Background: an optimization exercise with open tools, aiming at small area, a short achievable clock period and few clock cycles. Do not read the settings as production practice. Function was checked by simulation only, so behaviour that the tests miss may differ from the original.

== job 8025 ==
==> flow/design.v (excerpt) <==
module cprq_core (
    input  wire         clk,
    input  wire         rst,             
    input  wire         cmd_valid,
    output reg          cmd_ready,
    input  wire [31:0]  cmd_hdr,
    input  wire [31:0]  cmd_addr,
    input  wire [31:0]  cmd_a,
    input  wire [31:0]  cmd_b,
    input  wire [31:0]  cmd_c,
    output reg          rsp_valid,
    input  wire         rsp_ready,
    output reg  [1:0]   rsp_status,
    output reg          rsp_f0v,
    output reg          rsp_f1v,
    output reg  [111:0] rsp_frame0,
    output wire [111:0] rsp_frame1,
    output reg          crc_req_valid,
    input  wire         crc_req_ready,
    output reg  [87:0]  crc_req_msg,
    input  wire         crc_rsp_valid,
    output reg          crc_rsp_ready,
    input  wire [23:0]  crc_rsp_val
);
    localparam [1:0] OP_MKPOS = 2'b01,
                     OP_MKALT = 2'b10,
                     OP_MKVEL = 2'b11;
    localparam [4:0] TYPE_ALT = 5'd0,
                     TYPE_POS = 5'd17,
                     TYPE_VEL = 5'd19;
    localparam [2:0] P0 = 3'd0, P1 = 3'd1, P2 = 3'd2, P3 = 3'd3, P4 = 3'd4;
    reg [2:0]  ph;
    reg [6:0]  c_hdr;
    reg [23:0] c_addr;
    reg [31:0] c_a, c_b, c_c;
    reg [28:0] zq_r;        
    reg [5:0]  nz;
    reg        m_wait;      
    reg        m_slot;      
    reg        m_last;      
    reg [59:0] nmsg;
    reg        n_v;
    reg        n_slot;
    reg        n_last;
    reg [58:0] f1_lo;       
    assign rsp_frame1 = {rsp_frame0[111:59] & {53{rsp_f1v}}, f1_lo};
    wire [1:0] op      = c_hdr[1:0];
    wire [1:0] variant = c_hdr[3:2];
    wire       pa      = c_hdr[4];
    wire       pb      = c_hdr[5];
    wire       pc      = c_hdr[6];
  ...
For scale: roughly 5600 cells after synthesis, roughly 510 I/O pins, ~44000 sq um of cells after synthesis.
==> flow/config.mk <==
export PLATFORM = sky130hd
export DESIGN_NAME = cprq_core
export DESIGN_NICKNAME = cprq_core
export VERILOG_FILES = /design/flow/design.v
export SDC_FILE = /design/flow/constraint.sdc
export NUM_CORES = 4
export LEC_CHECK = 0
export CAP_MARGIN = 20
export CORE_MARGIN = 2
export CORE_UTILIZATION = 40
export SLEW_MARGIN = 20
==> flow/constraint.sdc <==
create_clock -name core_clock -period 34.0 [get_ports {clk}]
set_input_delay 6.8000 -clock core_clock [delete_from_list [all_inputs] [get_ports {clk}]]
set_output_delay 6.8000 -clock core_clock [all_outputs]
set_load 0.01 [all_outputs]
standard.sh (not shown) runs the stock make flow with config.mk's settings and CLKGATE_MAP_FILE= SYNTH_SCRIPT=/design/flow/synth_recipe.tcl, a recipe that flattens the netlist after the stock synthesis.
==> flow/flow/run.sh <==
#!/bin/bash
# Own layout flow: the standard flow (standard.sh) with
#  - synthesis through flow/synth.tcl: the standard flow's script, but ABC maps with an
#    area-recovering script at a realistic delay target; no full-adder
#    extraction and yosys's own carry-lookahead mapping (registers unchanged);
#  - timing repair aiming below the 34 ns constraint (SETUP_SLACK_MARGIN),
#    so that the achieved period is short. The SDC is the standard flow's, unchanged;
#  - every port still gets its buffer, but a plain buf_1 (BUFFER_PORTS_ARGS)
#    instead of the delay cell buffer_ports picks by default;
#  - clock tree built from clkbuf_4 and clkbuf_8 (CTS_BUF_LIST) instead of clkbuf_16.
# Every tool's output goes to the ORFS logs under orfs/logs; make's own
# output goes to flow_make.log in this folder.
set -euo pipefail
W=$PWD
export FLOW_ABC_DELAY_PS=6000
bash standard.sh \
  SYNTH_SCRIPT=$W/flow/synth.tcl \
  ADDER_MAP_FILE= \
  SYNTH_OPERATIONS_ARGS=-nofsm \
  SETUP_SLACK_MARGIN=25.0 \
  'CTS_BUF_LIST=sky130_fd_sc_hd__clkbuf_4 sky130_fd_sc_hd__clkbuf_8' \
  'BUFFER_PORTS_ARGS=-buffer_cell sky130_fd_sc_hd__buf_1' \
  finish > $W/flow_make.log 2>&1
==> flow/flow/synth.tcl <==
# The standard flow's synthesis script (synth_recipe.tcl) with one change: ABC maps with
# yosys's own area-recovering script at a realistic delay target instead of
# ORFS's fixed minimum-delay script. Registers are mapped before ABC, exactly
# as in the standard synthesis.
proc synth {args} { yosys synth -nofsm -noshare {*}$args }
proc abc {args} {
  set out {}
  set skip 0
  foreach a $args {
    if {$skip} { set skip 0; continue }
    if {$a eq "-script" || $a eq "-D"} { set skip 1; continue }
    lappend out $a
  }
  yosys abc {*}$out -D $::env(FLOW_ABC_DELAY_PS)
}
source $::env(SCRIPTS_DIR)/synth.tcl
# left out here: clear keep_hierarchy, flatten, clean up, hide names made inside functions, write 1_2_yosys.v
Testbench counts of job 8025, summed over its fixed seeds: cycles 4,802.
--- input diff job 8025..job 8266 ---
diff --git a/flow/flow/run.sh b/flow/flow/run.sh
--- a/flow/flow/run.sh
+++ b/flow/flow/run.sh
@@ -9,2 +9 @@
-#    instead of the delay cell buffer_ports picks by default;
-#  - clock tree built from clkbuf_4 and clkbuf_8 (CTS_BUF_LIST) instead of clkbuf_16.
+#    instead of the delay cell buffer_ports picks by default.
@@ -20,2 +19 @@
-  SETUP_SLACK_MARGIN=25.0 \
-  'CTS_BUF_LIST=sky130_fd_sc_hd__clkbuf_4 sky130_fd_sc_hd__clkbuf_8' \
+  SETUP_SLACK_MARGIN=25.2 \
### Flow results
Job 8266 against job 8025: area after detailed placement about even; growth of design area from synthesis to finish rose 3.4 points; first-iteration DRC count about even.
--- input diff job 8266..job 1798 ---
diff --git a/flow/flow/run.sh b/flow/flow/run.sh
--- a/flow/flow/run.sh
+++ b/flow/flow/run.sh
@@ -9 +9,2 @@
-#    instead of the delay cell buffer_ports picks by default.
+#    instead of the delay cell buffer_ports picks by default;
+#  - larger clock-sink clusters (CTS_CLUSTER_SIZE), fewer clock buffers.
@@ -19,0 +21 @@
+  CTS_CLUSTER_SIZE=24 \
Results
- Re count of inverters other than clock inverters in the layout: no difference whatsoever between job 1798 and job 8266.
- Job 8266 -> job 1798: number of max-cap violations delta 0, exact match
- Per the comparison of job 1798 with job 8266, maximum frequency neither gained nor lost much, number of antenna-violating nets in the routed design stayed essentially flat, count of buffers added by post-CTS timing repair for setup level.
- ~same area growth from synthesis to layout in job 8266 and job 1798
- On CTS sink count, job 1798 tracks job 8266 almost exactly.
- Setup slack: job 8266 vs job 1798 identical
- Reported for job 8266 and job 1798, setup slack after placement turned out identical to the last digit.
Relative to job 1798, the following input files were edited for job 6022:
diff --git a/flow/flow/run.sh b/flow/flow/run.sh
--- a/flow/flow/run.sh
+++ b/flow/flow/run.sh
@@ -20 +20 @@
-  SETUP_SLACK_MARGIN=25.2 \
+  SETUP_SLACK_MARGIN=24.8 \
- Re via count of the first global-routing pass: job 1798 and job 6022 aren't equal, and the lower value belongs to job 6022.
- Job 6022 vs. job 1798: maximum frequency from static timing analysis fell 1.2 MHz, data arrival at the endpoint of the critical path rose 40 ps, post-CTS clock slew at the launch and capture registers of the worst setup and hold paths about even.
- After synthesis and placement, the instance count of job 6022 is below that of job 1798.
- Shortest period the worst path allows delta for job 6022 relative to job 1798: 97 ps higher
- Setup slack after layout on job 6022 is down relative to job 1798.
- Relative to job 1798, synthesis-to-finish area growth has decreased by 2.5 points in job 6022.

## port drivers added, routing unchanged
The results above use ideal ports. As a check the final layouts listed here were re-extracted and re-timed, cells and wires unchanged.
Step 1: set_driving_cell puts a clkbuf_16 on clk and a buf_2 on each other input, an assumption about the parent block.
Step 2 also shifts input and output timing later by t, the mid clock arrival at the registers, as if the neighbouring blocks saw the same clock.
a / b / c = no drivers / after step 1 / after step 2; a / b = the first two.
| run | t (ns) | slack for setup (ns) | worst hold slack (ns) | worst setup path after step 2 | pins driven straight from the clock port |
|---|---|---|---|---|---|
| job 8025 | 0.814 | 25.023 / 25.023 / 24.276 | 0.447 / 0.447 / 0.447 | input to register | 1 |
| job 8266 | 0.750 | 24.938 / 24.938 / 24.318 | 0.451 / 0.451 / 0.451 | input to register | 1 |
| job 1798 | 0.750 | 24.938 / 24.938 / 24.318 | 0.451 / 0.451 / 0.451 | input to register | 1 |
| job 6022 | 0.753 | 24.841 / 24.841 / 24.109 | 0.446 / 0.446 / 0.446 | input to register | 1 |
After both steps every run listed still meets setup and hold. For job 8025, which loses most, drivers alone change the setup slack by 0.000 ns; drivers and shift together by -0.747 ns.
